Source: an optimization exercise on an open RTL-to-GDS flow (aim: small area, a short achievable clock period and few clock cycles). Production flows keep margins and buffers that such runs may drop.
RTL that was checked went through simulation tests only; none was proved equivalent to the original.
The RTL of run 2 was laid out without a check of its function.
No activity file was given, so power comes from the tool's default toggle rates.

### design/flow/config.mk
export PLATFORM = sky130hd
export DESIGN_NAME = bsac_lag
export DESIGN_NICKNAME = bsac_lag
export VERILOG_FILES = /design/flow/design.v
export SDC_FILE = /design/flow/constraint.sdc
export NUM_CORES = 4
export LEC_CHECK = 0
export CAP_MARGIN = 20
export CORE_MARGIN = 2
export CORE_UTILIZATION = 40
export PLACE_DENSITY = 0.6
export SETUP_SLACK_MARGIN = 5
export SLEW_MARGIN = 20
### design/flow/constraint.sdc
create_clock -name core_clock -period 10.0 [get_ports {clk}]
set_input_delay 2.0000 -clock core_clock [delete_from_list [all_inputs] [get_ports {clk}]]
set_output_delay 2.0000 -clock core_clock [all_outputs]
set_load 0.01 [all_outputs]
### design/flow/design.v
module bsac_lag (
    input  wire        clk,
    input  wire        rst,
    input  wire        in_valid,
    output wire        in_ready,
    input  wire [31:0] in_data,
    input  wire [6:0]  in_min_period,
    output wire        out_valid,
    input  wire        out_ready,
    output wire [6:0]  out_lag,
    output wire [6:0]  out_best_lag,
    output wire [8:0]  out_best_value,
    output wire [8:0]  out_global_max,
    output wire        out_err
);
    localparam integer E   = 4;      
    localparam integer LE  = 2;     
    localparam integer LAT = 3;    
    localparam integer GAP = 2;        
    localparam [6:0]   LASTW = 7'd127 - E + 7'd1;
    localparam [1:0] H_IDLE = 2'd0, H_RUN = 2'd2, H_CHK = 2'd3;
    reg        have;       
    reg [2:0]  beat;
    reg        busy;       
    reg        pre;        
    reg        is_sw;      
    reg        is_gap;
    reg        is_st;      
    reg        iss;        
    reg [1:0]  gapc;
    reg [LAT-1:0] tv;      
    reg        rv;         
    reg        hgo;        
    reg [1:0]  hs;         
    reg        dn;         
    reg        ov;         
    reg [255:0] nb;        
    reg [255:0] pk;
    reg [255:0] sh;
    reg [6:0]   mp_ld;     
    reg [6:0]   mp;        
    reg [6:0]   ij;        
    reg [14:0]  mk;        
    reg [LAT-1:0] tm;      
    reg [6:0]   tj [0:LAT-1];
    reg [E-1:0] tf [0:LAT-1];   
    reg         lk;        
    reg         st_v, st_last;
    reg [31:0]  st_d;
    wire        in_rdy  = !lk;
    wire        beat_ok = in_valid && in_rdy;
    wire [255:0] pkm;
    genvar gb;
    generate
        for (gb = 0; gb < 32; gb = gb + 1) begin : g_mask
            if (gb < 15) begin : g_m
                assign pkm[8*gb +: 8] = pk[8*gb +: 8] & {8{mk[gb]}};
            end else begin : g_n
                assign pkm[8*gb +: 8] = pk[8*gb +: 8];
            end
        end
    endgenerate
    wire [8:0] cv [0:E-1];
    wire [E-1:0] iflag;
    genvar ge;
    generate
        for (ge = 0; ge < E; ge = ge + 1) begin : g_eng
            wire [255:0] she = sh << ge;
            bsac_popcnt u_pc (.clk(clk), .x(pkm ^ she), .c(cv[ge]));
            assign iflag[ge] = ({1'b0, ij} + ge) >= {1'b0, mp};
        end
    endgenerate
    integer li;
    always @(posedge clk) begin
        tm[0] <= is_st;
        tj[0] <= ij;
        tf[0] <= iflag;
        for (li = 1; li < LAT; li = li + 1) begin
            tm[li] <= tm[li-1];
            tj[li] <= tj[li-1];
            tf[li] <= tf[li-1];
        end
    end
    wire         c_v = tv[LAT-1];
    wire         c_m = tm[LAT-1];
    wire [6:0]   c_j = tj[LAT-1];
    wire [E-1:0] c_f = tf[LAT-1];
    reg [8:0]  g;
    reg [8:0]  bv;
    reg [6:0]  blr;
    wire [6:0] bl = blr;
    reg [9:0]  g34;            
    reg [127:0] pass;
    reg [7:0]  dl;             
    localparam integer NP = E / 2;
    reg [8:0]  pmax [0:NP-1];
    reg [8:0]  pmin [0:NP-1];
    reg [LE:0] pidx [0:NP-1];
    reg [NP-1:0] pany;
    reg [6:0]  rj;
    integer pe;
    always @(posedge clk) begin
        for (pe = 0; pe < NP; pe = pe + 1) begin
            pmax[pe] <= (cv[2*pe+1] > cv[2*pe]) ? cv[2*pe+1] : cv[2*pe];
            pany[pe] <= c_f[2*pe] || c_f[2*pe+1];
            if (c_f[2*pe] && (!c_f[2*pe+1] || cv[2*pe] <= cv[2*pe+1])) begin
                pmin[pe] <= cv[2*pe];
                pidx[pe] <= 2 * pe;
            end else begin
                pmin[pe] <= cv[2*pe+1];
                pidx[pe] <= 2 * pe + 1;
            end
        end
        rj <= c_j;
    end
    wire [E-1:0] pbit;
    generate
        for (ge = 0; ge < E; ge = ge + 1) begin : g_pass
            wire [10:0] c5 = {2'b0, cv[ge]} + {cv[ge], 2'b0};
            assign pbit[ge] = c5 <= {1'b0, g34};
        end
    endgenerate
    wire       m0  = pany[0] && pmin[0] < bv;
    wire       m1  = (NP > 1) && pany[NP-1] && pmin[NP-1] < bv &&
                     (!m0 || pmin[NP-1] < pmin[0]);
    wire       x0  = pmax[0] > g && (NP == 1 || pmax[0] >= pmax[NP-1]);
    wire       x1  = (NP > 1) && pmax[NP-1] > g && pmax[NP-1] > pmax[0];
    integer pw;
    always @(posedge clk) begin
        g34 <= ({1'b0, g} + {g, 1'b0}) >> 2;
        if (c_v && c_m) begin
            for (pw = 0; pw < 128 / E; pw = pw + 1)
                if (c_j[6:LE] == pw)
                    pass[pw*E +: E] <= pbit;
            dl <= {1'b0, c_j} + E;
        end
        if (is_gap)
            dl <= 8'd0;
        if (pre) begin
            g  <= 9'd0;
            bv <= 9'h1ff;
        end else if (rv) begin
            if (x1)
                g <= pmax[NP-1];
            else if (x0)
                g <= pmax[0];
            if (m1) begin
                bv  <= pmin[NP-1];
                blr <= rj + pidx[NP-1];
            end else if (m0) begin
                bv  <= pmin[0];
                blr <= rj + pidx[0];
            end
        end
    end
    reg [6:0]  d;          
    reg [6:0]  ed;         
    reg [6:0]  qq;         
    reg [6:0]  rr;         
    reg [6:0]  k;
    reg [6:0]  tgt;        
    reg [6:0]  racc;       
    reg [2:0]  hc;         
    reg        cph;        
    reg        pk_r, cv_r;
    reg [6:0]  rlag;
    reg        rerr;
    reg [2:0]  mpl;        
    reg        ds_act;
    reg [6:0]  ds_d;
    reg [8:0]  ds_d3;      
    reg [8:0]  e3;         
    reg [8:0]  d3r;        
    function [8:0] r4step;
        input [6:0] rem;
        input [1:0] nn;
        input [6:0] dd;
        input [8:0] d3;        
        reg   [9:0] rr4, t1, t2, t3;
        begin
            rr4 = {1'b0, rem, nn};
            t1 = rr4 - {3'b0, dd};
            t2 = rr4 - {2'b0, dd, 1'b0};
            t3 = rr4 - {1'b0, d3};
            if (!t3[9])
                r4step = {2'd3, t3[6:0]};
            else if (!t2[9])
                r4step = {2'd2, t2[6:0]};
            else if (!t1[9])
                r4step = {2'd1, t1[6:0]};
            else
                r4step = {2'd0, rr4[6:0]};
        end
    endfunction
    reg        a_v, b_v;
    reg [6:0]  a_d, a_r, b_d, b_r;
    reg [8:0]  a_d3, b_d3;
    reg [2:0]  a_q;
    reg [4:0]  b_q;
    reg        dv_ov, dv_pk, dv_cv, dv_lt;
    reg [6:0]  dv_dd, dv_r, dv_q;
    wire       q6 = bl[6] && ds_d == 7'd1;
    wire [8:0] sa = r4step({6'd0, bl[6] && !q6}, bl[5:4], ds_d, ds_d3);
    wire [8:0] sb = r4step(a_r, bl[3:2], a_d, a_d3);
    wire [8:0] sc = r4step(b_r, bl[1:0], b_d, b_d3);
    wire [3:0] pk4 = pass[{b_q, 2'b00} +: 4];
    wire [3:0] cv4, lt4;
    genvar gq;
    generate
        for (gq = 0; gq < 4; gq = gq + 1) begin : g_q4
            assign cv4[gq] = {1'b0, b_q, gq[1:0]} < dl;
            assign lt4[gq] = {b_q, gq[1:0]} < mp;
        end
    endgenerate
    always @(posedge clk) begin
        a_d  <= ds_d;
        a_d3 <= ds_d3;
        a_r  <= sa[6:0];
        a_q  <= {q6, sa[8:7]};
        b_d  <= a_d;
        b_d3 <= a_d3;
        b_r  <= sb[6:0];
        b_q  <= {a_q, sb[8:7]};
        dv_dd <= b_d;
        dv_r  <= sc[6:0];
        dv_q  <= {b_q, sc[8:7]};
        dv_pk <= pk4[sc[8:7]];
        dv_cv <= cv4[sc[8:7]];
        dv_lt <= lt4[sc[8:7]];
    end
    wire       qhit  = dv_ov && dv_dd == ed;
    wire       qskip = qhit && (dv_lt || (dv_cv && !dv_pk));
    wire [7:0] rsum  = {1'b0, racc} + {1'b0, rr};
    wire       rcy   = rsum >= {1'b0, d};
    wire       cdec  = (hs == H_CHK) && cph && cv_r;    
    wire       hshort = {1'b0, bl} < {mp, 1'b0};        
    wire [6:0] d0    = bl >> mpl;
    reg        fin;
    reg [6:0]  fin_lag;
    always @(*) begin
        fin = 1'b0;
        fin_lag = bl;
        if (hgo && (mp == 7'd0 || hshort)) begin
            fin = 1'b1;
            if (mp == 7'd0)
                fin_lag = 7'd0;
        end
        case (hs)
        H_RUN: if (qskip && ed == 7'd2) fin = 1'b1;
        H_CHK: if (cdec) begin
            if (pk_r) begin
                if (k + 7'd1 == d) begin
                    fin = 1'b1;
                    fin_lag = qq;
                end
            end else if (d == 7'd2) begin
                fin = 1'b1;
            end
        end
        default: ;
        endcase
    end
    reg        ds_rs;
    reg [6:0]  ds_rd;
    reg [8:0]  ds_rd3;
    wire [8:0] d0x3 = {2'b0, d0} + {1'b0, d0, 1'b0};
    always @(*) begin
        ds_rs = 1'b0;
        ds_rd = d0;
        ds_rd3 = d0x3;
        if (hgo && mp != 7'd0 && !hshort)
            ds_rs = 1'b1;
        case (hs)
        H_RUN: if (qhit && !qskip) begin
            ds_rs = 1'b1;
            ds_rd = ed - 7'd1;
            ds_rd3 = e3 - 9'd3;
        end
        H_CHK: if (cdec && !pk_r && hc >= 3'd3) begin
            ds_rs = 1'b1;
            ds_rd = d - 7'd1;
            ds_rd3 = d3r - 9'd3;
        end
        default: ;
        endcase
    end
    wire di_v = ds_act && !ds_rs;
    always @(posedge clk) begin
        if (ds_rs) begin
            ds_d  <= ds_rd;
            ds_d3 <= ds_rd3;
        end else if (ds_act) begin
            ds_d  <= ds_d - 7'd1;
            ds_d3 <= ds_d3 - 9'd3;
        end
        pk_r <= pass[tgt];
        cv_r <= {1'b0, tgt} < dl;
        if (hgo) begin
            ed <= d0;
            e3 <= d0x3;
        end
        case (hs)
        H_RUN: if (qhit) begin
            if (qskip) begin
                ed <= ed - 7'd1;
                e3 <= e3 - 9'd3;
            end else begin
                d3r  <= e3;
                qq   <= dv_q;
                rr   <= dv_r;
                tgt  <= dv_q;
                racc <= dv_r;
                k    <= 7'd1;
                d    <= ed;
                hc   <= 3'd0;
                cph  <= 1'b0;
            end
        end
        H_CHK: begin
            if (!hc[2])
                hc <= hc + 3'd1;
            cph <= !cph;
            if (cdec) begin
                if (pk_r) begin
                    k <= k + 7'd1;
                    if (rcy) begin
                        racc <= rsum[6:0] - d;
                        tgt  <= tgt + qq + 7'd1;
                    end else begin
                        racc <= rsum[6:0];
                        tgt  <= tgt + qq;
                    end
                end else begin
                    ed <= d - 7'd1;
                    e3 <= d3r - 9'd3;
                end
            end
        end
        default: ;
        endcase
        if (fin) begin
            rlag <= fin_lag;
            rerr <= (mp == 7'd0);
        end
        if (beat_ok && beat == 3'd7)
            mp_ld <= in_min_period;
    end
    reg [6:0]  o_lag, o_bl;
    reg [8:0]  o_bv, o_g;
    reg        o_err;
    wire copy  = dn && !ov;
    wire start = have && !busy && (!dn || !ov);
    wire iss_nx = pre ||
                  (is_sw && ij != LASTW) ||
                  (is_gap && gapc == GAP - 1) ||
                  (is_st && iss && ij != LASTW && !fin &&
                   !((hs != H_IDLE) && ({1'b0, ij} + E >= {1'b0, bl})));
    wire [6:0] ij_nx = (!iss || (is_sw && ij == LASTW)) ? 7'd0 : ij + E;
    integer mb;
    always @(posedge clk) begin
        st_d <= in_data;
        if (st_v)
            nb <= {nb[223:0], st_d};
        if (start)
            pk <= nb;
        if (iss)
            sh <= sh << E;
        else
            sh <= pk;
        if (copy) begin
            o_lag <= rlag;
            o_err <= rerr;
            o_bl  <= blr;
            o_bv  <= bv;
            o_g   <= g;
        end
        if (start) begin
            mp  <= mp_ld;
            mpl <= mp_ld[6] ? 3'd6 : mp_ld[5] ? 3'd5 : mp_ld[4] ? 3'd4 :
                   mp_ld[3] ? 3'd3 : mp_ld[2] ? 3'd2 : mp_ld[1] ? 3'd1 : 3'd0;
        end
        ij <= ij_nx;
        for (mb = 0; mb < 15; mb = mb + 1)
            mk[mb] <= mb >= ij_nx[6:3];
    end
    always @(posedge clk) begin
        if (rst) begin
            have   <= 1'b0;
            lk     <= 1'b0;
            st_v   <= 1'b0;
            st_last <= 1'b0;
            beat   <= 3'd0;
            busy   <= 1'b0;
            pre    <= 1'b0;
            is_sw  <= 1'b0;
            is_gap <= 1'b0;
            is_st  <= 1'b0;
            iss    <= 1'b0;
            gapc   <= 2'd0;
            tv     <= {LAT{1'b0}};
            rv     <= 1'b0;
            hgo    <= 1'b0;
            hs     <= H_IDLE;
            dn     <= 1'b0;
            ov     <= 1'b0;
            ds_act <= 1'b0;
            a_v    <= 1'b0;
            b_v    <= 1'b0;
            dv_ov  <= 1'b0;
        end else begin
            st_v    <= beat_ok;
            st_last <= beat_ok && beat == 3'd7;
            if (beat_ok) begin
                beat <= beat + 3'd1;
                if (beat == 3'd7)
                    lk <= 1'b1;
            end
            if (st_last)
                have <= 1'b1;
            pre <= start;
            if (start) begin
                have <= 1'b0;
                lk   <= 1'b0;
                busy <= 1'b1;
            end
            iss <= iss_nx;
            if (pre)
                is_sw <= 1'b1;
            if (is_sw && ij == LASTW) begin
                is_sw  <= 1'b0;
                is_gap <= 1'b1;
                gapc   <= 2'd0;
            end
            if (is_gap) begin
                gapc <= gapc + 2'd1;
                if (gapc == GAP - 1) begin
                    is_gap <= 1'b0;
                    is_st  <= 1'b1;
                end
            end
            if (is_st && !iss_nx)
                is_st <= 1'b0;
            tv  <= {tv[LAT-2:0], iss};
            rv  <= c_v && !c_m;
            hgo <= rv && rj == LASTW;
            a_v   <= di_v;
            b_v   <= a_v;
            dv_ov <= b_v;
            if (ds_rs)
                ds_act <= (ds_rd >= 7'd2);
            else if (ds_act && ds_d == 7'd2)
                ds_act <= 1'b0;
            if (hgo && !fin)
                hs <= H_RUN;
            case (hs)
            H_RUN: if (qhit && !qskip) hs <= H_CHK;
            H_CHK: if (cdec && !pk_r && !fin) hs <= H_RUN;
            default: ;
            endcase
            if (fin) begin
                hs     <= H_IDLE;
                ds_act <= 1'b0;
                busy   <= 1'b0;
                dn     <= 1'b1;
            end
            if (ov && out_ready)
                ov <= 1'b0;
            if (copy) begin
                dn <= 1'b0;
                ov <= 1'b1;
            end
        end
    end
    assign in_ready       = in_rdy;
    assign out_valid      = ov;
    assign out_lag        = o_lag;
    assign out_best_lag   = o_bl;
    assign out_best_value = o_bv;
    assign out_global_max = o_g;
    assign out_err        = o_err;
endmodule
module bsac_popcnt (input wire clk, input wire [255:0] x, output reg [8:0] c);
    wire s1;
    wire k2;
    wire s3;
    wire k4;
    wire s5;
    wire k6;
    wire s7;
    wire k8;
    wire s9;
    wire k10;
    wire s11;
    wire k12;
    wire s13;
    wire k14;
    wire s15;
    wire k16;
    wire s17;
    wire k18;
    wire s19;
    wire k20;
    wire s21;
    wire k22;
    wire s23;
    wire k24;
    wire s25;
    wire k26;
    wire s27;
    wire k28;
    wire s29;
    wire k30;
    wire s31;
    wire k32;
    wire s33;
    wire k34;
    wire s35;
    wire k36;
    wire s37;
    wire k38;
    wire s39;
    wire k40;
    wire s41;
    wire k42;
    wire s43;
    wire k44;
    wire s45;
    wire k46;
    wire s47;
    wire k48;
    wire s49;
    wire k50;
    wire s51;
    wire k52;
    wire s53;
    wire k54;
    wire s55;
    wire k56;
    wire s57;
    wire k58;
    wire s59;
    wire k60;
    wire s61;
    wire k62;
    wire s63;
    wire k64;
    wire s65;
    wire k66;
    wire s67;
    wire k68;
    wire s69;
    wire k70;
    wire s71;
    wire k72;
    wire s73;
    wire k74;
    wire s75;
    wire k76;
    wire s77;
    wire k78;
    wire s79;
    wire k80;
    wire s81;
    wire k82;
    wire s83;
    wire k84;
    wire s85;
    wire k86;
    wire s87;
    wire k88;
    wire s89;
    wire k90;
    wire s91;
    wire k92;
    wire s93;
    wire k94;
    wire s95;
    wire k96;
    wire s97;
    wire k98;
    wire s99;
    wire k100;
    wire s101;
    wire k102;
    wire s103;
    wire k104;
    wire s105;
    wire k106;
    wire s107;
    wire k108;
    wire s109;
    wire k110;
    wire s111;
    wire k112;
    wire s113;
    wire k114;
    wire s115;
    wire k116;
    wire s117;
    wire k118;
    wire s119;
    wire k120;
    wire s121;
    wire k122;
    wire s123;
    wire k124;
    wire s125;
    wire k126;
    wire s127;
    wire k128;
    wire s129;
    wire k130;
    wire s131;
    wire k132;
    wire s133;
    wire k134;
    wire s135;
    wire k136;
    wire s137;
    wire k138;
    wire s139;
    wire k140;
    wire s141;
    wire k142;
    wire s143;
    wire k144;
    wire s145;
    wire k146;
    wire s147;
    wire k148;
    wire s149;
    wire k150;
    wire s151;
    wire k152;
    wire s153;
    wire k154;
    wire s155;
    wire k156;
    wire s157;
    wire k158;
    wire s159;
    wire k160;
    wire s161;
    wire k162;
    wire s163;
    wire k164;
    wire s165;
    wire k166;
    wire s167;
    wire k168;
    wire s169;
    wire k170;
    wire s171;
    wire k172;
    wire s173;
    wire k174;
    wire s175;
    wire k176;
    wire s177;
    wire k178;
    wire s179;
    wire k180;
    wire s181;
    wire k182;
    wire s183;
    wire k184;
    wire s185;
    wire k186;
    wire s187;
    wire k188;
    wire s189;
    wire k190;
    wire s191;
    wire k192;
    wire s193;
    wire k194;
    wire s195;
    wire k196;
    wire s197;
    wire k198;
    wire s199;
    wire k200;
    wire s201;
    wire k202;
    wire s203;
    wire k204;
    wire s205;
    wire k206;
    wire s207;
    wire k208;
    wire s209;
    wire k210;
    wire s211;
    wire k212;
    wire s213;
    wire k214;
    wire s215;
    wire k216;
    wire s217;
    wire k218;
    wire s219;
    wire k220;
    wire s221;
    wire k222;
    wire s223;
    wire k224;
    wire s225;
    wire k226;
    wire s227;
    wire k228;
    wire s229;
    wire k230;
    wire s231;
    wire k232;
    wire s233;
    wire k234;
    wire s235;
    wire k236;
    wire s237;
    wire k238;
    wire s239;
    wire k240;
    wire s241;
    wire k242;
    wire s243;
    wire k244;
    wire s245;
    wire k246;
    wire s247;
    wire k248;
    wire s249;
    wire k250;
    wire s251;
    wire k252;
    wire s253;
    wire k254;
    wire s255;
    wire k256;
    wire s257;
    wire k258;
    wire s259;
    wire k260;
    wire s261;
    wire k262;
    wire s263;
    wire k264;
    wire s265;
    wire k266;
    wire s267;
    wire k268;
    wire s269;
    wire k270;
    wire s271;
    wire k272;
    wire s273;
    wire k274;
    wire s275;
    wire k276;
    wire s277;
    wire k278;
    wire s279;
    wire k280;
    wire s281;
    wire k282;
    wire s283;
    wire k284;
    wire s285;
    wire k286;
    wire s287;
    wire k288;
    wire s289;
    wire k290;
    wire s291;
    wire k292;
    wire s293;
    wire k294;
    wire s295;
    wire k296;
    wire s297;
    wire k298;
    wire s299;
    wire k300;
    wire s301;
    wire k302;
    wire s303;
    wire k304;
    wire s305;
    wire k306;
    wire s307;
    wire k308;
    wire s309;
    wire k310;
    wire s311;
    wire k312;
    wire s313;
    wire k314;
    wire s315;
    wire k316;
    wire s317;
    wire k318;
    wire s319;
    wire k320;
    wire s321;
    wire k322;
    wire s323;
    wire k324;
    wire s325;
    wire k326;
    wire s327;
    wire k328;
    wire s329;
    wire k330;
    wire s331;
    wire k332;
    wire s333;
    wire k334;
    wire s335;
    wire k336;
    wire s337;
    wire k338;
    wire s339;
    wire k340;
    wire s341;
    wire k342;
    wire s343;
    wire k344;
    wire s345;
    wire k346;
    wire s347;
    wire k348;
    wire s349;
    wire k350;
    wire s351;
    wire k352;
    wire s353;
    wire k354;
    wire s355;
    wire k356;
    wire s357;
    wire k358;
    wire s359;
    wire k360;
    wire s361;
    wire k362;
    wire s363;
    wire k364;
    wire s365;
    wire k366;
    wire s367;
    wire k368;
    wire s369;
    wire k370;
    wire s371;
    wire k372;
    wire s373;
    wire k374;
    wire s375;
    wire k376;
    wire s377;
    wire k378;
    wire s379;
    wire k380;
    wire s381;
    wire k382;
    wire s383;
    wire k384;
    wire s385;
    wire k386;
    wire s387;
    wire k388;
    wire s389;
    wire k390;
    wire s391;
    wire k392;
    wire s393;
    wire k394;
    wire s395;
    wire k396;
    wire s397;
    wire k398;
    wire s399;
    wire k400;
    wire s401;
    wire k402;
    wire s403;
    wire k404;
    wire s405;
    wire k406;
    wire s407;
    wire k408;
    wire s409;
    wire k410;
    wire s411;
    wire k412;
    reg r413;
    reg r414;
    reg r415;
    reg r416;
    reg r417;
    reg r418;
    reg r419;
    reg r420;
    reg r421;
    reg r422;
    reg r423;
    reg r424;
    reg r425;
    reg r426;
    reg r427;
    reg r428;
    reg r429;
    reg r430;
    reg r431;
    reg r432;
    reg r433;
    reg r434;
    reg r435;
    reg r436;
    reg r437;
    reg r438;
    reg r439;
    reg r440;
    reg r441;
    reg r442;
    reg r443;
    reg r444;
    reg r445;
    reg r446;
    reg r447;
    reg r448;
    reg r449;
    reg r450;
    reg r451;
    reg r452;
    reg r453;
    reg r454;
    reg r455;
    reg r456;
    reg r457;
    reg r458;
    reg r459;
    reg r460;
    reg r461;
    reg r462;
    reg r463;
    reg r464;
    reg r465;
    wire s466;
    wire k467;
    wire s468;
    wire k469;
    wire s470;
    wire k471;
    wire s472;
    wire k473;
    wire s474;
    wire k475;
    wire s476;
    wire k477;
    wire s478;
    wire k479;
    wire s480;
    wire k481;
    wire s482;
    wire k483;
    wire s484;
    wire k485;
    wire s486;
    wire k487;
    wire s488;
    wire k489;
    wire s490;
    wire k491;
    wire s492;
    wire k493;
    wire s494;
    wire k495;
    wire s496;
    wire k497;
    wire s498;
    wire k499;
    wire s500;
    wire k501;
    wire s502;
    wire k503;
    wire s504;
    wire k505;
    wire s506;
    wire k507;
    wire s508;
    wire k509;
    wire s510;
    wire k511;
    wire s512;
    wire k513;
    wire s514;
    wire k515;
    wire s516;
    wire k517;
    wire s518;
    wire k519;
    wire s520;
    wire k521;
    wire s522;
    wire k523;
    wire s524;
    wire k525;
    wire s526;
    wire k527;
    wire s528;
    wire k529;
    wire s530;
    wire k531;
    wire s532;
    wire k533;
    wire s534;
    wire k535;
    wire s536;
    wire k537;
    wire s538;
    wire k539;
    wire s540;
    wire k541;
    wire s542;
    wire k543;
    wire s544;
    wire k545;
    wire s546;
    wire k547;
    wire s548;
    wire k549;
    reg r550;
    reg r551;
    reg r552;
    reg r553;
    reg r554;
    reg r555;
    reg r556;
    reg r557;
    reg r558;
    reg r559;
    reg r560;
    reg r561;
    reg r562;
    reg r563;
    reg r564;
    reg r565;
    reg r566;
    wire s567;
    wire k568;
    wire s569;
    wire k570;
    wire s571;
    wire k572;
    assign {k2, s1} = {1'b0,x[0]} + {1'b0,x[1]} + {1'b0,x[2]};
    assign {k4, s3} = {1'b0,x[3]} + {1'b0,x[4]} + {1'b0,x[5]};
    assign {k6, s5} = {1'b0,x[6]} + {1'b0,x[7]} + {1'b0,x[8]};
    assign {k8, s7} = {1'b0,x[9]} + {1'b0,x[10]} + {1'b0,x[11]};
    assign {k10, s9} = {1'b0,x[12]} + {1'b0,x[13]} + {1'b0,x[14]};
    assign {k12, s11} = {1'b0,x[15]} + {1'b0,x[16]} + {1'b0,x[17]};
    assign {k14, s13} = {1'b0,x[18]} + {1'b0,x[19]} + {1'b0,x[20]};
    assign {k16, s15} = {1'b0,x[21]} + {1'b0,x[22]} + {1'b0,x[23]};
    assign {k18, s17} = {1'b0,x[24]} + {1'b0,x[25]} + {1'b0,x[26]};
    assign {k20, s19} = {1'b0,x[27]} + {1'b0,x[28]} + {1'b0,x[29]};
    assign {k22, s21} = {1'b0,x[30]} + {1'b0,x[31]} + {1'b0,x[32]};
    assign {k24, s23} = {1'b0,x[33]} + {1'b0,x[34]} + {1'b0,x[35]};
    assign {k26, s25} = {1'b0,x[36]} + {1'b0,x[37]} + {1'b0,x[38]};
    assign {k28, s27} = {1'b0,x[39]} + {1'b0,x[40]} + {1'b0,x[41]};
    assign {k30, s29} = {1'b0,x[42]} + {1'b0,x[43]} + {1'b0,x[44]};
    assign {k32, s31} = {1'b0,x[45]} + {1'b0,x[46]} + {1'b0,x[47]};
    assign {k34, s33} = {1'b0,x[48]} + {1'b0,x[49]} + {1'b0,x[50]};
    assign {k36, s35} = {1'b0,x[51]} + {1'b0,x[52]} + {1'b0,x[53]};
    assign {k38, s37} = {1'b0,x[54]} + {1'b0,x[55]} + {1'b0,x[56]};
    assign {k40, s39} = {1'b0,x[57]} + {1'b0,x[58]} + {1'b0,x[59]};
    assign {k42, s41} = {1'b0,x[60]} + {1'b0,x[61]} + {1'b0,x[62]};
    assign {k44, s43} = {1'b0,x[63]} + {1'b0,x[64]} + {1'b0,x[65]};
    assign {k46, s45} = {1'b0,x[66]} + {1'b0,x[67]} + {1'b0,x[68]};
    assign {k48, s47} = {1'b0,x[69]} + {1'b0,x[70]} + {1'b0,x[71]};
    assign {k50, s49} = {1'b0,x[72]} + {1'b0,x[73]} + {1'b0,x[74]};
    assign {k52, s51} = {1'b0,x[75]} + {1'b0,x[76]} + {1'b0,x[77]};
    assign {k54, s53} = {1'b0,x[78]} + {1'b0,x[79]} + {1'b0,x[80]};
    assign {k56, s55} = {1'b0,x[81]} + {1'b0,x[82]} + {1'b0,x[83]};
    assign {k58, s57} = {1'b0,x[84]} + {1'b0,x[85]} + {1'b0,x[86]};
    assign {k60, s59} = {1'b0,x[87]} + {1'b0,x[88]} + {1'b0,x[89]};
    assign {k62, s61} = {1'b0,x[90]} + {1'b0,x[91]} + {1'b0,x[92]};
    assign {k64, s63} = {1'b0,x[93]} + {1'b0,x[94]} + {1'b0,x[95]};
    assign {k66, s65} = {1'b0,x[96]} + {1'b0,x[97]} + {1'b0,x[98]};
    assign {k68, s67} = {1'b0,x[99]} + {1'b0,x[100]} + {1'b0,x[101]};
    assign {k70, s69} = {1'b0,x[102]} + {1'b0,x[103]} + {1'b0,x[104]};
    assign {k72, s71} = {1'b0,x[105]} + {1'b0,x[106]} + {1'b0,x[107]};
    assign {k74, s73} = {1'b0,x[108]} + {1'b0,x[109]} + {1'b0,x[110]};
    assign {k76, s75} = {1'b0,x[111]} + {1'b0,x[112]} + {1'b0,x[113]};
    assign {k78, s77} = {1'b0,x[114]} + {1'b0,x[115]} + {1'b0,x[116]};
    assign {k80, s79} = {1'b0,x[117]} + {1'b0,x[118]} + {1'b0,x[119]};
    assign {k82, s81} = {1'b0,x[120]} + {1'b0,x[121]} + {1'b0,x[122]};
    assign {k84, s83} = {1'b0,x[123]} + {1'b0,x[124]} + {1'b0,x[125]};
    assign {k86, s85} = {1'b0,x[126]} + {1'b0,x[127]} + {1'b0,x[128]};
    assign {k88, s87} = {1'b0,x[129]} + {1'b0,x[130]} + {1'b0,x[131]};
    assign {k90, s89} = {1'b0,x[132]} + {1'b0,x[133]} + {1'b0,x[134]};
    assign {k92, s91} = {1'b0,x[135]} + {1'b0,x[136]} + {1'b0,x[137]};
    assign {k94, s93} = {1'b0,x[138]} + {1'b0,x[139]} + {1'b0,x[140]};
    assign {k96, s95} = {1'b0,x[141]} + {1'b0,x[142]} + {1'b0,x[143]};
    assign {k98, s97} = {1'b0,x[144]} + {1'b0,x[145]} + {1'b0,x[146]};
    assign {k100, s99} = {1'b0,x[147]} + {1'b0,x[148]} + {1'b0,x[149]};
    assign {k102, s101} = {1'b0,x[150]} + {1'b0,x[151]} + {1'b0,x[152]};
    assign {k104, s103} = {1'b0,x[153]} + {1'b0,x[154]} + {1'b0,x[155]};
    assign {k106, s105} = {1'b0,x[156]} + {1'b0,x[157]} + {1'b0,x[158]};
    assign {k108, s107} = {1'b0,x[159]} + {1'b0,x[160]} + {1'b0,x[161]};
    assign {k110, s109} = {1'b0,x[162]} + {1'b0,x[163]} + {1'b0,x[164]};
    assign {k112, s111} = {1'b0,x[165]} + {1'b0,x[166]} + {1'b0,x[167]};
    assign {k114, s113} = {1'b0,x[168]} + {1'b0,x[169]} + {1'b0,x[170]};
    assign {k116, s115} = {1'b0,x[171]} + {1'b0,x[172]} + {1'b0,x[173]};
    assign {k118, s117} = {1'b0,x[174]} + {1'b0,x[175]} + {1'b0,x[176]};
    assign {k120, s119} = {1'b0,x[177]} + {1'b0,x[178]} + {1'b0,x[179]};
    assign {k122, s121} = {1'b0,x[180]} + {1'b0,x[181]} + {1'b0,x[182]};
    assign {k124, s123} = {1'b0,x[183]} + {1'b0,x[184]} + {1'b0,x[185]};
    assign {k126, s125} = {1'b0,x[186]} + {1'b0,x[187]} + {1'b0,x[188]};
    assign {k128, s127} = {1'b0,x[189]} + {1'b0,x[190]} + {1'b0,x[191]};
    assign {k130, s129} = {1'b0,x[192]} + {1'b0,x[193]} + {1'b0,x[194]};
    assign {k132, s131} = {1'b0,x[195]} + {1'b0,x[196]} + {1'b0,x[197]};
    assign {k134, s133} = {1'b0,x[198]} + {1'b0,x[199]} + {1'b0,x[200]};
    assign {k136, s135} = {1'b0,x[201]} + {1'b0,x[202]} + {1'b0,x[203]};
    assign {k138, s137} = {1'b0,x[204]} + {1'b0,x[205]} + {1'b0,x[206]};
    assign {k140, s139} = {1'b0,x[207]} + {1'b0,x[208]} + {1'b0,x[209]};
    assign {k142, s141} = {1'b0,x[210]} + {1'b0,x[211]} + {1'b0,x[212]};
    assign {k144, s143} = {1'b0,x[213]} + {1'b0,x[214]} + {1'b0,x[215]};
    assign {k146, s145} = {1'b0,x[216]} + {1'b0,x[217]} + {1'b0,x[218]};
    assign {k148, s147} = {1'b0,x[219]} + {1'b0,x[220]} + {1'b0,x[221]};
    assign {k150, s149} = {1'b0,x[222]} + {1'b0,x[223]} + {1'b0,x[224]};
    assign {k152, s151} = {1'b0,x[225]} + {1'b0,x[226]} + {1'b0,x[227]};
    assign {k154, s153} = {1'b0,x[228]} + {1'b0,x[229]} + {1'b0,x[230]};
    assign {k156, s155} = {1'b0,x[231]} + {1'b0,x[232]} + {1'b0,x[233]};
    assign {k158, s157} = {1'b0,x[234]} + {1'b0,x[235]} + {1'b0,x[236]};
    assign {k160, s159} = {1'b0,x[237]} + {1'b0,x[238]} + {1'b0,x[239]};
    assign {k162, s161} = {1'b0,x[240]} + {1'b0,x[241]} + {1'b0,x[242]};
    assign {k164, s163} = {1'b0,x[243]} + {1'b0,x[244]} + {1'b0,x[245]};
    assign {k166, s165} = {1'b0,x[246]} + {1'b0,x[247]} + {1'b0,x[248]};
    assign {k168, s167} = {1'b0,x[249]} + {1'b0,x[250]} + {1'b0,x[251]};
    assign {k170, s169} = {1'b0,x[252]} + {1'b0,x[253]} + {1'b0,x[254]};
    assign {k172, s171} = {1'b0,s1} + {1'b0,s3} + {1'b0,s5};
    assign {k174, s173} = {1'b0,s7} + {1'b0,s9} + {1'b0,s11};
    assign {k176, s175} = {1'b0,s13} + {1'b0,s15} + {1'b0,s17};
    assign {k178, s177} = {1'b0,s19} + {1'b0,s21} + {1'b0,s23};
    assign {k180, s179} = {1'b0,s25} + {1'b0,s27} + {1'b0,s29};
    assign {k182, s181} = {1'b0,s31} + {1'b0,s33} + {1'b0,s35};
    assign {k184, s183} = {1'b0,s37} + {1'b0,s39} + {1'b0,s41};
    assign {k186, s185} = {1'b0,s43} + {1'b0,s45} + {1'b0,s47};
    assign {k188, s187} = {1'b0,s49} + {1'b0,s51} + {1'b0,s53};
    assign {k190, s189} = {1'b0,s55} + {1'b0,s57} + {1'b0,s59};
    assign {k192, s191} = {1'b0,s61} + {1'b0,s63} + {1'b0,s65};
    assign {k194, s193} = {1'b0,s67} + {1'b0,s69} + {1'b0,s71};
    assign {k196, s195} = {1'b0,s73} + {1'b0,s75} + {1'b0,s77};
    assign {k198, s197} = {1'b0,s79} + {1'b0,s81} + {1'b0,s83};
    assign {k200, s199} = {1'b0,s85} + {1'b0,s87} + {1'b0,s89};
    assign {k202, s201} = {1'b0,s91} + {1'b0,s93} + {1'b0,s95};
    assign {k204, s203} = {1'b0,s97} + {1'b0,s99} + {1'b0,s101};
    assign {k206, s205} = {1'b0,s103} + {1'b0,s105} + {1'b0,s107};
    assign {k208, s207} = {1'b0,s109} + {1'b0,s111} + {1'b0,s113};
    assign {k210, s209} = {1'b0,s115} + {1'b0,s117} + {1'b0,s119};
    assign {k212, s211} = {1'b0,s121} + {1'b0,s123} + {1'b0,s125};
    assign {k214, s213} = {1'b0,s127} + {1'b0,s129} + {1'b0,s131};
    assign {k216, s215} = {1'b0,s133} + {1'b0,s135} + {1'b0,s137};
    assign {k218, s217} = {1'b0,s139} + {1'b0,s141} + {1'b0,s143};
    assign {k220, s219} = {1'b0,s145} + {1'b0,s147} + {1'b0,s149};
    assign {k222, s221} = {1'b0,s151} + {1'b0,s153} + {1'b0,s155};
    assign {k224, s223} = {1'b0,s157} + {1'b0,s159} + {1'b0,s161};
    assign {k226, s225} = {1'b0,s163} + {1'b0,s165} + {1'b0,s167};
    assign {k228, s227} = {1'b0,s169} + {1'b0,x[255]};
    assign {k230, s229} = {1'b0,k2} + {1'b0,k4} + {1'b0,k6};
    assign {k232, s231} = {1'b0,k8} + {1'b0,k10} + {1'b0,k12};
    assign {k234, s233} = {1'b0,k14} + {1'b0,k16} + {1'b0,k18};
    assign {k236, s235} = {1'b0,k20} + {1'b0,k22} + {1'b0,k24};
    assign {k238, s237} = {1'b0,k26} + {1'b0,k28} + {1'b0,k30};
    assign {k240, s239} = {1'b0,k32} + {1'b0,k34} + {1'b0,k36};
    assign {k242, s241} = {1'b0,k38} + {1'b0,k40} + {1'b0,k42};
    assign {k244, s243} = {1'b0,k44} + {1'b0,k46} + {1'b0,k48};
    assign {k246, s245} = {1'b0,k50} + {1'b0,k52} + {1'b0,k54};
    assign {k248, s247} = {1'b0,k56} + {1'b0,k58} + {1'b0,k60};
    assign {k250, s249} = {1'b0,k62} + {1'b0,k64} + {1'b0,k66};
    assign {k252, s251} = {1'b0,k68} + {1'b0,k70} + {1'b0,k72};
    assign {k254, s253} = {1'b0,k74} + {1'b0,k76} + {1'b0,k78};
    assign {k256, s255} = {1'b0,k80} + {1'b0,k82} + {1'b0,k84};
    assign {k258, s257} = {1'b0,k86} + {1'b0,k88} + {1'b0,k90};
    assign {k260, s259} = {1'b0,k92} + {1'b0,k94} + {1'b0,k96};
    assign {k262, s261} = {1'b0,k98} + {1'b0,k100} + {1'b0,k102};
    assign {k264, s263} = {1'b0,k104} + {1'b0,k106} + {1'b0,k108};
    assign {k266, s265} = {1'b0,k110} + {1'b0,k112} + {1'b0,k114};
    assign {k268, s267} = {1'b0,k116} + {1'b0,k118} + {1'b0,k120};
    assign {k270, s269} = {1'b0,k122} + {1'b0,k124} + {1'b0,k126};
    assign {k272, s271} = {1'b0,k128} + {1'b0,k130} + {1'b0,k132};
    assign {k274, s273} = {1'b0,k134} + {1'b0,k136} + {1'b0,k138};
    assign {k276, s275} = {1'b0,k140} + {1'b0,k142} + {1'b0,k144};
    assign {k278, s277} = {1'b0,k146} + {1'b0,k148} + {1'b0,k150};
    assign {k280, s279} = {1'b0,k152} + {1'b0,k154} + {1'b0,k156};
    assign {k282, s281} = {1'b0,k158} + {1'b0,k160} + {1'b0,k162};
    assign {k284, s283} = {1'b0,k164} + {1'b0,k166} + {1'b0,k168};
    assign {k286, s285} = {1'b0,s171} + {1'b0,s173} + {1'b0,s175};
    assign {k288, s287} = {1'b0,s177} + {1'b0,s179} + {1'b0,s181};
    assign {k290, s289} = {1'b0,s183} + {1'b0,s185} + {1'b0,s187};
    assign {k292, s291} = {1'b0,s189} + {1'b0,s191} + {1'b0,s193};
    assign {k294, s293} = {1'b0,s195} + {1'b0,s197} + {1'b0,s199};
    assign {k296, s295} = {1'b0,s201} + {1'b0,s203} + {1'b0,s205};
    assign {k298, s297} = {1'b0,s207} + {1'b0,s209} + {1'b0,s211};
    assign {k300, s299} = {1'b0,s213} + {1'b0,s215} + {1'b0,s217};
    assign {k302, s301} = {1'b0,s219} + {1'b0,s221} + {1'b0,s223};
    assign {k304, s303} = {1'b0,s225} + {1'b0,s227};
    assign {k306, s305} = {1'b0,k172} + {1'b0,k174} + {1'b0,k176};
    assign {k308, s307} = {1'b0,k178} + {1'b0,k180} + {1'b0,k182};
    assign {k310, s309} = {1'b0,k184} + {1'b0,k186} + {1'b0,k188};
    assign {k312, s311} = {1'b0,k190} + {1'b0,k192} + {1'b0,k194};
    assign {k314, s313} = {1'b0,k196} + {1'b0,k198} + {1'b0,k200};
    assign {k316, s315} = {1'b0,k202} + {1'b0,k204} + {1'b0,k206};
    assign {k318, s317} = {1'b0,k208} + {1'b0,k210} + {1'b0,k212};
    assign {k320, s319} = {1'b0,k214} + {1'b0,k216} + {1'b0,k218};
    assign {k322, s321} = {1'b0,k220} + {1'b0,k222} + {1'b0,k224};
    assign {k324, s323} = {1'b0,k226} + {1'b0,k228} + {1'b0,s229};
    assign {k326, s325} = {1'b0,s231} + {1'b0,s233} + {1'b0,s235};
    assign {k328, s327} = {1'b0,s237} + {1'b0,s239} + {1'b0,s241};
    assign {k330, s329} = {1'b0,s243} + {1'b0,s245} + {1'b0,s247};
    assign {k332, s331} = {1'b0,s249} + {1'b0,s251} + {1'b0,s253};
    assign {k334, s333} = {1'b0,s255} + {1'b0,s257} + {1'b0,s259};
    assign {k336, s335} = {1'b0,s261} + {1'b0,s263} + {1'b0,s265};
    assign {k338, s337} = {1'b0,s267} + {1'b0,s269} + {1'b0,s271};
    assign {k340, s339} = {1'b0,s273} + {1'b0,s275} + {1'b0,s277};
    assign {k342, s341} = {1'b0,s279} + {1'b0,s281} + {1'b0,s283};
    assign {k344, s343} = {1'b0,k230} + {1'b0,k232} + {1'b0,k234};
    assign {k346, s345} = {1'b0,k236} + {1'b0,k238} + {1'b0,k240};
    assign {k348, s347} = {1'b0,k242} + {1'b0,k244} + {1'b0,k246};
    assign {k350, s349} = {1'b0,k248} + {1'b0,k250} + {1'b0,k252};
    assign {k352, s351} = {1'b0,k254} + {1'b0,k256} + {1'b0,k258};
    assign {k354, s353} = {1'b0,k260} + {1'b0,k262} + {1'b0,k264};
    assign {k356, s355} = {1'b0,k266} + {1'b0,k268} + {1'b0,k270};
    assign {k358, s357} = {1'b0,k272} + {1'b0,k274} + {1'b0,k276};
    assign {k360, s359} = {1'b0,k278} + {1'b0,k280} + {1'b0,k282};
    assign {k362, s361} = {1'b0,s285} + {1'b0,s287} + {1'b0,s289};
    assign {k364, s363} = {1'b0,s291} + {1'b0,s293} + {1'b0,s295};
    assign {k366, s365} = {1'b0,s297} + {1'b0,s299} + {1'b0,s301};
    assign {k368, s367} = {1'b0,k286} + {1'b0,k288} + {1'b0,k290};
    assign {k370, s369} = {1'b0,k292} + {1'b0,k294} + {1'b0,k296};
    assign {k372, s371} = {1'b0,k298} + {1'b0,k300} + {1'b0,k302};
    assign {k374, s373} = {1'b0,k304} + {1'b0,s305} + {1'b0,s307};
    assign {k376, s375} = {1'b0,s309} + {1'b0,s311} + {1'b0,s313};
    assign {k378, s377} = {1'b0,s315} + {1'b0,s317} + {1'b0,s319};
    assign {k380, s379} = {1'b0,s321} + {1'b0,s323} + {1'b0,s325};
    assign {k382, s381} = {1'b0,s327} + {1'b0,s329} + {1'b0,s331};
    assign {k384, s383} = {1'b0,s333} + {1'b0,s335} + {1'b0,s337};
    assign {k386, s385} = {1'b0,s339} + {1'b0,s341} + {1'b0,k170};
    assign {k388, s387} = {1'b0,k306} + {1'b0,k308} + {1'b0,k310};
    assign {k390, s389} = {1'b0,k312} + {1'b0,k314} + {1'b0,k316};
    assign {k392, s391} = {1'b0,k318} + {1'b0,k320} + {1'b0,k322};
    assign {k394, s393} = {1'b0,k324} + {1'b0,k326} + {1'b0,k328};
    assign {k396, s395} = {1'b0,k330} + {1'b0,k332} + {1'b0,k334};
    assign {k398, s397} = {1'b0,k336} + {1'b0,k338} + {1'b0,k340};
    assign {k400, s399} = {1'b0,k342} + {1'b0,s343} + {1'b0,s345};
    assign {k402, s401} = {1'b0,s347} + {1'b0,s349} + {1'b0,s351};
    assign {k404, s403} = {1'b0,s353} + {1'b0,s355} + {1'b0,s357};
    assign {k406, s405} = {1'b0,s359} + {1'b0,k284};
    assign {k408, s407} = {1'b0,k344} + {1'b0,k346} + {1'b0,k348};
    assign {k410, s409} = {1'b0,k350} + {1'b0,k352} + {1'b0,k354};
    assign {k412, s411} = {1'b0,k356} + {1'b0,k358} + {1'b0,k360};
    assign {k467, s466} = {1'b0,r413} + {1'b0,r414} + {1'b0,r415};
    assign {k469, s468} = {1'b0,r417} + {1'b0,r418} + {1'b0,r419};
    assign {k471, s470} = {1'b0,r420} + {1'b0,r421} + {1'b0,r422};
    assign {k473, s472} = {1'b0,r423} + {1'b0,r424} + {1'b0,r425};
    assign {k475, s474} = {1'b0,r426} + {1'b0,r427} + {1'b0,r428};
    assign {k477, s476} = {1'b0,r430} + {1'b0,r431} + {1'b0,r432};
    assign {k479, s478} = {1'b0,r433} + {1'b0,r434} + {1'b0,r435};
    assign {k481, s480} = {1'b0,r436} + {1'b0,r437} + {1'b0,r438};
    assign {k483, s482} = {1'b0,r439} + {1'b0,r440} + {1'b0,r441};
    assign {k485, s484} = {1'b0,r442} + {1'b0,r443} + {1'b0,r444};
    assign {k487, s486} = {1'b0,r445} + {1'b0,r446} + {1'b0,r447};
    assign {k489, s488} = {1'b0,r448} + {1'b0,r449};
    assign {k491, s490} = {1'b0,r450} + {1'b0,r451} + {1'b0,r452};
    assign {k493, s492} = {1'b0,r453} + {1'b0,r454} + {1'b0,r455};
    assign {k495, s494} = {1'b0,r456} + {1'b0,r457} + {1'b0,r458};
    assign {k497, s496} = {1'b0,r459} + {1'b0,r460} + {1'b0,r461};
    assign {k499, s498} = {1'b0,r463} + {1'b0,r464} + {1'b0,r465};
    assign {k501, s500} = {1'b0,k467} + {1'b0,s468} + {1'b0,s470};
    assign {k503, s502} = {1'b0,s472} + {1'b0,s474} + {1'b0,r429};
    assign {k505, s504} = {1'b0,k469} + {1'b0,k471} + {1'b0,k473};
    assign {k507, s506} = {1'b0,k475} + {1'b0,s476} + {1'b0,s478};
    assign {k509, s508} = {1'b0,s480} + {1'b0,s482} + {1'b0,s484};
    assign {k511, s510} = {1'b0,s486} + {1'b0,s488};
    assign {k513, s512} = {1'b0,k477} + {1'b0,k479} + {1'b0,k481};
    assign {k515, s514} = {1'b0,k483} + {1'b0,k485} + {1'b0,k487};
    assign {k517, s516} = {1'b0,k489} + {1'b0,s490} + {1'b0,s492};
    assign {k519, s518} = {1'b0,s494} + {1'b0,s496} + {1'b0,r462};
    assign {k521, s520} = {1'b0,k491} + {1'b0,k493} + {1'b0,k495};
    assign {k523, s522} = {1'b0,k497} + {1'b0,s498};
    assign {k525, s524} = {1'b0,k501} + {1'b0,k503} + {1'b0,s504};
    assign {k527, s526} = {1'b0,s506} + {1'b0,s508} + {1'b0,s510};
    assign {k529, s528} = {1'b0,k505} + {1'b0,k507} + {1'b0,k509};
    assign {k531, s530} = {1'b0,k511} + {1'b0,s512} + {1'b0,s514};
    assign {k533, s532} = {1'b0,s516} + {1'b0,s518};
    assign {k535, s534} = {1'b0,k513} + {1'b0,k515} + {1'b0,k517};
    assign {k537, s536} = {1'b0,k519} + {1'b0,s520} + {1'b0,s522};
    assign {k539, s538} = {1'b0,k521} + {1'b0,k523} + {1'b0,k499};
    assign {k541, s540} = {1'b0,k525} + {1'b0,k527} + {1'b0,s528};
    assign {k543, s542} = {1'b0,s530} + {1'b0,s532};
    assign {k545, s544} = {1'b0,k529} + {1'b0,k531} + {1'b0,k533};
    assign {k547, s546} = {1'b0,s534} + {1'b0,s536};
    assign {k549, s548} = {1'b0,k535} + {1'b0,k537} + {1'b0,s538};
    assign {k568, s567} = {1'b0,r558} + {1'b0,r559} + {1'b0,r560};
    assign {k570, s569} = {1'b0,r562} + {1'b0,r563} + {1'b0,r564};
    assign {k572, s571} = {1'b0,k570} + {1'b0,r565} + {1'b0,r566};
    always @(posedge clk) begin
        r413 <= s361;
        r414 <= s363;
        r415 <= s365;
        r416 <= s303;
        r417 <= k362;
        r418 <= k364;
        r419 <= k366;
        r420 <= s367;
        r421 <= s369;
        r422 <= s371;
        r423 <= s373;
        r424 <= s375;
        r425 <= s377;
        r426 <= s379;
        r427 <= s381;
        r428 <= s383;
        r429 <= s385;
        r430 <= k368;
        r431 <= k370;
        r432 <= k372;
        r433 <= k374;
        r434 <= k376;
        r435 <= k378;
        r436 <= k380;
        r437 <= k382;
        r438 <= k384;
        r439 <= k386;
        r440 <= s387;
        r441 <= s389;
        r442 <= s391;
        r443 <= s393;
        r444 <= s395;
        r445 <= s397;
        r446 <= s399;
        r447 <= s401;
        r448 <= s403;
        r449 <= s405;
        r450 <= k388;
        r451 <= k390;
        r452 <= k392;
        r453 <= k394;
        r454 <= k396;
        r455 <= k398;
        r456 <= k400;
        r457 <= k402;
        r458 <= k404;
        r459 <= k406;
        r460 <= s407;
        r461 <= s409;
        r462 <= s411;
        r463 <= k408;
        r464 <= k410;
        r465 <= k412;
        r550 <= s466;
        r551 <= r416;
        r552 <= s500;
        r553 <= s502;
        r554 <= s524;
        r555 <= s526;
        r556 <= s540;
        r557 <= s542;
        r558 <= k541;
        r559 <= k543;
        r560 <= s544;
        r561 <= s546;
        r562 <= k545;
        r563 <= k547;
        r564 <= s548;
        r565 <= k549;
        r566 <= k539;
    end
    wire [8:0] ra = {1'b0, k572, s571, k568, s567, r556, r554, r552, r550};
    wire [8:0] rb = {1'b0, 1'b0, 1'b0, s569, r561, r557, r555, r553, r551};
    always @(posedge clk) c <= ra + rb;
endmodule
### design/flow/run.sh
#!/bin/bash
# synth_recipe.tcl (not shown) runs the flow's synth.tcl, then flattens the netlist and writes it again
# the make line also repeats each setting of config.mk as NAME=value (left out here)
make -C /OpenROAD-flow-scripts/flow DESIGN_CONFIG=/design/flow/config.mk WORK_HOME=/design/flow/orfs CLKGATE_MAP_FILE= SYNTH_SCRIPT=/design/flow/synth_recipe.tcl finish
==> results.cfg, run 1 <==
[outcome]
status = timing/DRC/antenna clean

[route]
drt_pass1_iterations = 5
drtIter0Drc = 3833
wl_met3_mm = 13.02
wl_met2_mm = 117.1
wl_mm = 245.7
avgViaCountPerCell = 5.000
top_layer = met4
vias = 50942
routedWlPerCell_um = 24.12
drc_errors = 0
ant_nets = 0
wl_met1_mm = 108.4

[yosys]
ys_ff_latch = 1631
ys_seq_area_share_pct = 43.72
synth_top_cells_by_area = edfxtp_1 25%, fa_1 21%, dfxtp_1 19%
synth_top_area_share_pct = 25.21
synth_area_um2 = 92440
synthArstFlopShare_pct = 0
ys_types = 75
avgSynthCellArea_um2 = 12.85
yosys_warnings = 12
syn_nets = 8559
synthFlopType = dfxtp_1
synthCells = 7194
synth_edf_count = 776
synth_area_leader_cell = edfxtp_1

[worst_setup_path]
cp_slowest_cell = clkdlybuf4s50_1
crit_buf_inv = 1
critPathMaxFanout = 1
r2r-end = ds_d3[7]$_DFFE_PP_
cp_cell_sequence = clkdlybuf4s50_1
worstPathRequired_ps = 8000
start_kind = register
critPathKind = register to output port
r2r_setup_slack_ps = 6140
r2r_cells = 13
critical_path.startpoint = o_bl[2]$_DFFE_PP_
cp_top_family = buffers and inverters
endpoint_kind = output port
r2r-start = mpl[1]$_SDFFCE_PP1P_
cpPeakStageDelay_ps = 590
cp.arrival_ps = 1940

[finish]
design_area_um2 = 101900
area_growth_pct = 10.26
seq_area_um2 = 40430
fin_nets = 8358
drive_above_1_share_pct = 10.71
nFillCells = 20804
multi_input_area_um2 = 47100

[power]
p_leak_nw = 40.23
vdd_drop_max_uv = 162.7
power-per-cell-area_nw_per_um2 = 162.5

[grt]
grt_pass1_wl_mm = 362.3
overflow = 0
grt_pass1_vias = 54092
antenna_found_initial = 7
grt_start_max_net_pins = 169
grtUsageTotal_pct = 21.00

[timing]
rsz0062_at_grt = false
fin_tns_setup_ps = 0
tightestPinTransition_ps = 1127
report.final.slew_viol_count = 0
relSlewSlack_pct = 24.36
finalSetupViolations = 0
period_minus_slack_ps = 3936
hold_violations = 0
fmax_ghz = 0.2540
fin_worst_skew_ps = 68.30
fin_crit_sh_pct = 39.36

[cts]
cts_tree = built
postCtsSetupBuffers = 0
clk_latency_ps = 860
htree_levels = 4
path_clk_slew_ps = 60
clockBufferDepth = 3
cts_buffers = 182
hold_buffers = 0
cts_sinks = 1631
cts_root_buffer = clkbuf_16
cts-resized-gates = 0

[min_path]
hold_class = register to register
min_from = tj[1][5]$_DFF_P_
whs_path_depth = 0
hold_end = tj[2][5]$_DFF_P_

[floorplanning]
dieHeight_um = 484.7
top_level_ports = 78
row_count = 176
dieArea_um2 = 235000
coreArea_um2 = 229900
die_w_um = 484.7
initial_core_util_pct = 40.21

[placed_design]
routabilityCongestion = 0.9236
dp_hpwl_mm = 198.0
io_buffers = 77
place_area_um2 = 95400

[run]
maxCapViolCount = 0
## synth_stat cells, types with 163 or more instances
| cell type | instances |
|---|---|
| xnor2_1 | 632 |
| fa_1 | 990 |
| a21oi_1 | 163 |
| ha_1 | 332 |
| nand2_1 | 268 |
| dfxtp_1 | 855 |
| clkbuf_1 | 337 |
| inv_1 | 814 |
| nor2_1 | 199 |
| mux2_2 | 294 |
| xor2_1 | 528 |
| edfxtp_1 | 776 |
## worst max-delay path by stage
stage / to / cells past startpoint
finish: out_best_lag[2] / 1
global route: tgt[6]$_DFFE_PP_ / 16
CTS: out_valid / 1
detailed placement: ds_d3[7]$_DFFE_PP_ / 13
global placement: tgt[6]$_DFFE_PP_ / 16
floorplan: mp[0]$_DFFE_PP_ / 2
## placed cells by master, fill, tap and decap left out, types with 32 or more instances in the layout
cell type,synthesis,routed
a21o_1,43,43
clkbuf_16,0,189
mux2i_1,72,72
nor3_1,44,44
inv_1,814,814
nand2_1,268,268
mux4_2,74,74
edfxtp_1,776,776
a21oi_1,163,163
nor2_1,199,198
ha_1,332,332
xor2_1,528,528
clkdlybuf4s50_1,0,77
o21ai_0,138,137
buf_4,0,32
nand2b_1,32,32
mux2_2,294,294
dfxtp_1,855,850
fa_1,990,990
nor2b_1,57,55
nand3_1,39,39
xnor2_1,632,632
## flip-flops by register name (all words and copies together) (netlist names), 12 cells and up
name and count:
g_eng.u_pc.c 36, st_d 32, tf 12, pk 256, tj 15, nb 256, pass 128, mk 15
pmin 18, pmax 18, sh 256
## stage by stage
| stage | power (mW) | utilization [%] | hold slack, ps | instances | setup slack [ps] |
|---|---|---|---|---|---|
| final | 16.56 | 44.33 | 307.2 | 10189 | 6064 |
| after global routing | 17.32 | 44.33 | 327.0 | 10182 | 5936 |
| after CTS | 16.75 | 44.30 | 323.9 | 10178 | 6008 |
| after detailed placement | 9.671 | 41.50 | 312.1 | 9832 | 6226 |
| after global placement | 9.622 | 41.50 | 312.5 | 9832 | 6065 |
| after floorplan | 9.032 | - | 309.6 | 7194 | 5020 |
## kinds of logic after synthesis
logic type	count (synthesis)	synth area share [%]
compound gates	558	3.880
xor+xnor	1162	11.04
fa+ha+maj	1322	25.93
buf+inv	1314	5.381
flops	1631	43.72
mux	440	6.164
simple gates	767	3.879
## where the power goes
part | internal, mW | switching (mW)
Sequential | 7.32 | 0.265
Combinational | 0.851 | 1.09
Clock | 4.01 | 3.03
Total | 12.2 | 4.38
## metal layers
| layer | global-route usage, % | up-vias |
|---|---|---|
| met5 | 0 | - |
| met4 | 5.933 | 0 |
| met3 | 3.220 | 301 |
| met2 | 34.34 | 1372 |
| met1 | 28.98 | 26318 |
| li1 | - | 22951 |
## layout make-up
class,instances,area share (%)
Multi-Input combinational cell,4249,46.21
Clock inverter,122,1.409
Timing Repair Buffer,113,1.070
Inverter,816,3.005
Tap cell,3026,3.715
Clock buffer,224,4.907
Sequential cell,1631,39.67
Antenna cell,8,0.01964
Testbench counts, summed over its fixed seeds: cycles 8,173.
==> run 2: changes to the inputs <==
--- a/design/flow/design.v
+++ b/design/flow/design.v
@@ -232,4 +232,7 @@
     wire       qskip = qhit && (dv_lt || (dv_cv && !dv_pk));
+    reg  [7:0] rrd;        
+    reg  [6:0] qq1;        
     wire [7:0] rsum  = {1'b0, racc} + {1'b0, rr};
-    wire       rcy   = rsum >= {1'b0, d};
+    wire [7:0] rsmd  = {1'b0, racc} + rrd;
+    wire       rcy   = !rsmd[7];
     wire       cdec  = (hs == H_CHK) && cph && cv_r;    
@@ -309,2 +312,4 @@
                 qq   <= dv_q;
+                qq1  <= dv_q + 7'd1;
+                rrd  <= {1'b0, dv_r} - {1'b0, ed};
                 rr   <= dv_r;
@@ -326,4 +331,4 @@
                     if (rcy) begin
-                        racc <= rsum[6:0] - d;
-                        tgt  <= tgt + qq + 7'd1;
+                        racc <= rsmd[6:0];
+                        tgt  <= tgt + qq1;
                     end else begin
==> design/flow/flow/run.sh (new file) <==
#!/bin/bash
# The standard layout (standard.sh, the ORFS flow from synthesis to the
# final layout), with sky130_fd_sc_hd__buf_4 as the cell that buffers each
# input and output port instead of the flow's default choice.
set -e
export BUFFER_PORTS_ARGS="-buffer_cell sky130_fd_sc_hd__buf_4"
bash standard.sh > standard.log 2>&1
==> design/flow/standard.sh (new file) <==
#!/bin/bash
# synth_recipe.tcl (not shown) runs the flow's synth.tcl, then flattens the netlist and writes it again
# the make line also repeats each setting of config.mk as NAME=value (left out here)
make -C /OpenROAD-flow-scripts/flow DESIGN_CONFIG=/design/flow/config.mk WORK_HOME=/design/flow/orfs CLKGATE_MAP_FILE= SYNTH_SCRIPT=/design/flow/synth_recipe.tcl "${@:-finish}"
removed: design/flow/run.sh
==> run 2 against run 1 <==
Synthesized cell count is 0.17% lower. Still clean. Count of clock-buffer cells in the layout stayed put. Cell area up 0.30%. Clock power decreased by 2%. Flip-flop and latch count increased by 15. Sequential share of layout area rose by 0.32 points. Critical path depth is 14 higher. Global-route usage is 0.25 points higher. Utilization is 0.29 points lower. Hold slack got worse by 16 ps. Critical endpoint is now tgt[6]$_DFFE_PP_. Register-to-register slack worse by 240 ps. Largest cell class unchanged.
==> results.cfg, run 2 <==
[outcome]
status = timing/DRC/antenna clean

[yosys]
synth_area_um2 = 93140
syn_nets = 8554
ys_seq_area_share_pct = 43.88
synth_most_common_cell = fa_1
synth_top_cells_by_area = edfxtp_1 26%, fa_1 21%, dfxtp_1 18%
avgSynthCellArea_um2 = 12.97
yosys_warnings = 12
synth_top_area_share_pct = 25.50
ys_types = 79
synth_edf_count = 791
synth_area_leader_cell = edfxtp_1
synthFlopType = dfxtp_1
synth_common_cells = 991 x fa_1, 855 x dfxtp_1, 837 x inv_1
synthCells = 7182
ys_ff_latch = 1646
synthArstFlopShare_pct = 0

[power]
p_leak_nw = 40.45
vdd_drop_max_uv = 159.5
power-per-cell-area_nw_per_um2 = 160.8

[timing]
relSlewSlack_pct = 17.10
report.final.slew_viol_count = 0
fmax_ghz = 0.2442
period_minus_slack_ps = 4095
tightestPinTransition_ps = 1243
fin_ws_ps = 5905
finalSetupViolations = 0
fin_worst_skew_ps = 66.45
rsz0062_at_grt = false
hold_violations = 0
fin_tns_setup_ps = 0
fin_crit_sh_pct = 40.95

[grt]
grt_use_met3_pct = 2.978
grt-busiest-layer = met2
overflow = 0
grt_util_met1_pct = 27.94
grtUsageMet2_pct = 36.11
grt_pass1_vias = 54973
antenna_found_initial = 11
grt_start_max_net_pins = 134
grt_pass1_wl_mm = 368.2
grtUsageTotal_pct = 21.24

[cts]
hold_buffers = 0
htree_levels = 4
cts_sinks = 1646
cts-resized-gates = 0
clk_latency_ps = 850
cts_buffers = 177
postCtsSetupBuffers = 0
cts_root_buffer = clkbuf_16
clockBufferDepth = 3
path_clk_slew_ps = 60
cts_tree = built

[route]
drc_errors = 0
routedWlPerCell_um = 24.54
wl_mm = 249.5
vias = 51052
drt_pass1_iterations = 5
ant_nets = 0
avgViaCountPerCell = 5.019
drtIter0Drc = 3585

[worst_setup_path]
worstPathRequired_ps = 10550
r2r-end = tgt[6]$_DFFE_PP_
cp_top_family = compound AO/OA/AOI/OAI gates
cp_cell_sequence = ha_1 -> a21oi_1 -> o211ai_1 -> o41ai_1 -> xnor2_1 -> mux2_2 -> ha_1 -> fa_1 -> a21o_1 -> a21oi_1 -> o21bai_1 -> a21oi_1 -> xnor2_1 -> xnor2_1 -> o21ai_0
critPathMaxFanout = 5
r2r_cells = 15
start_kind = register
critPathKind = register to register
cpPeakStageDelay_ps = 420
crit_buf_inv = 0
cp_slowest_cell = edfxtp_1
cp.arrival_ps = 4650
r2r-start = racc[1]$_DFFE_PP_
endpoint_kind = register
r2r_setup_slack_ps = 5900

[floorplanning]
die_w_um = 486.5
row_count = 177
dieHeight_um = 486.5
initial_core_util_pct = 40.13
dieArea_um2 = 236700
top_level_ports = 78
coreArea_um2 = 232100

[finish]
layout_commonest_cell = fa_1
nFillCells = 20891
seq_area_um2 = 40880
area_growth_pct = 9.757
fin_nets = 8338
multi_input_area_um2 = 47280
most-common-layout-cells = 991 x fa_1, 851 x dfxtp_1, 837 x inv_1
top_regs = nb: 256 flops, pk: 256 flops, sh: 256 flops
drive_above_1_share_pct = 11.64
final_cell_count_no_fill = 10171

[min_path]
hold_end = g_eng[2].u_pc.r551$_DFF_P_
whs_path_depth = 0
hold_class = register to register
min_from = g_eng[2].u_pc.r416$_DFF_P_

[placed_design]
dp_hpwl_mm = 202.2
pre_cts_ws_ps = 5867
routabilityCongestion = 0.9215
dpl.cell_count = 9829
io_buffers = 77

[run]
maxCapViolCount = 0
## run 2: changes by cell type after synthesis, sizes merged, moves of 17 or more
cell and delta:
a21oi -23, clkbuf +17, o221ai +18, nor2 -52
inv +23, nand2 -34
## run 2: worst reg2reg max path, cell delays in order (launching register included)
cell,delay [ps]
edfxtp_1,420
ha_1,320
a21oi_1,210
o211ai_1,160
o41ai_1,330
xnor2_1,340
mux2_2,410
ha_1,210
fa_1,400
a21o_1,180
a21oi_1,220
o21bai_1,90
a21oi_1,190
xnor2_1,160
xnor2_1,140
o21ai_0,90
## run 2: kinds of logic after synthesis
| kind of cell | share of synthesized area, % |
|---|---|
| XOR/XNOR | 10.99 |
| buffers and inverters | 5.449 |
| adder cells (fa/ha/maj) | 25.84 |
| multiplexers | 6.294 |
| AND/OR/NAND/NOR | 3.560 |
| AO/OA/AOI/OAI | 3.984 |
| flip-flops | 43.88 |
## run 2: power breakdown
part / switching [mW] / internal, mW
Combinational: 1.08 / 0.773
Sequential: 0.258 / 7.40
Clock: 2.93 / 3.99
## run 2: how the worst max path moves through the flow
stage	from	to	cells after the start	slack, ps
after floorplan	ov$_SDFFE_PP0P_	mp[0]$_DFFE_PP_	2	5020
after global placement	racc[1]$_DFFE_PP_	tgt[6]$_DFFE_PP_	15	5770
after detailed placement	racc[1]$_DFFE_PP_	tgt[6]$_DFFE_PP_	15	5870
after CTS	racc[1]$_DFFE_PP_	tgt[6]$_DFFE_PP_	15	5920
after global routing	racc[1]$_DFFE_PP_	tgt[6]$_DFFE_PP_	15	5620
final	racc[1]$_DFFE_PP_	tgt[6]$_DFFE_PP_	15	5900
## run 2: routing by layer
layer	share of wire, %	vias to the layer above
met5	0	-
met4	3.6	0
met3	4.7	349
met2	49	1362
met1	42	26407
li1	-	22934
## run 2: metrics by stage
stage	total power [mW]	util (%)	area (um2)	hold WS, ps
finish	16.43	44.05	102200	291.1
global route	17.10	44.04	102200	304.1
CTS	16.59	44.03	102200	290.8
detailed placement	9.653	41.34	95950	312.1
global placement	9.589	41.34	95950	310.1
floorplan	8.978	-	93150	309.6
## run 2: layout make-up
cell class                 count  share of cell area, %
antenna                        6                0.01469
clock buffer                 224                  4.808
clock inverter               111                  1.296
inverter                     839                  3.081
multi-input combinational   4193                  46.25
sequential                  1646                  39.99
tap                         3043                  3.724
timing repair buffer         109                 0.8372

what the ideal ports hide:
The results above use ideal ports. As a check the final layouts listed here were re-extracted and re-timed, cells and wires unchanged.
Step 1, drivers: a clkbuf_16 drives clk and a buf_2 each remaining input, both assumed.
Step 2 also shifts input and output timing later by t, the mid clock arrival at the registers, as if the neighbouring blocks saw the same clock.
Three values: ideal, step 1, step 2; two values: the first two.
| run | shift t [ns] | slack for setup (ns) | hold slack, ns | worst register clock-pin slew, ns | worst slew at a driven data input, ns |
|---|---|---|---|---|---|
| run 1 | 0.911 | 6.064 / 5.973 / 6.142 | 0.307 / 0.307 / 0.307 | 0.08 / 0.08 | 0.05 |
| run 2 | 0.905 | 5.905 / 5.905 / 5.905 | 0.291 / 0.291 / 0.291 | 0.07 / 0.07 | 0.05 |
After both steps every run listed still meets setup and hold.
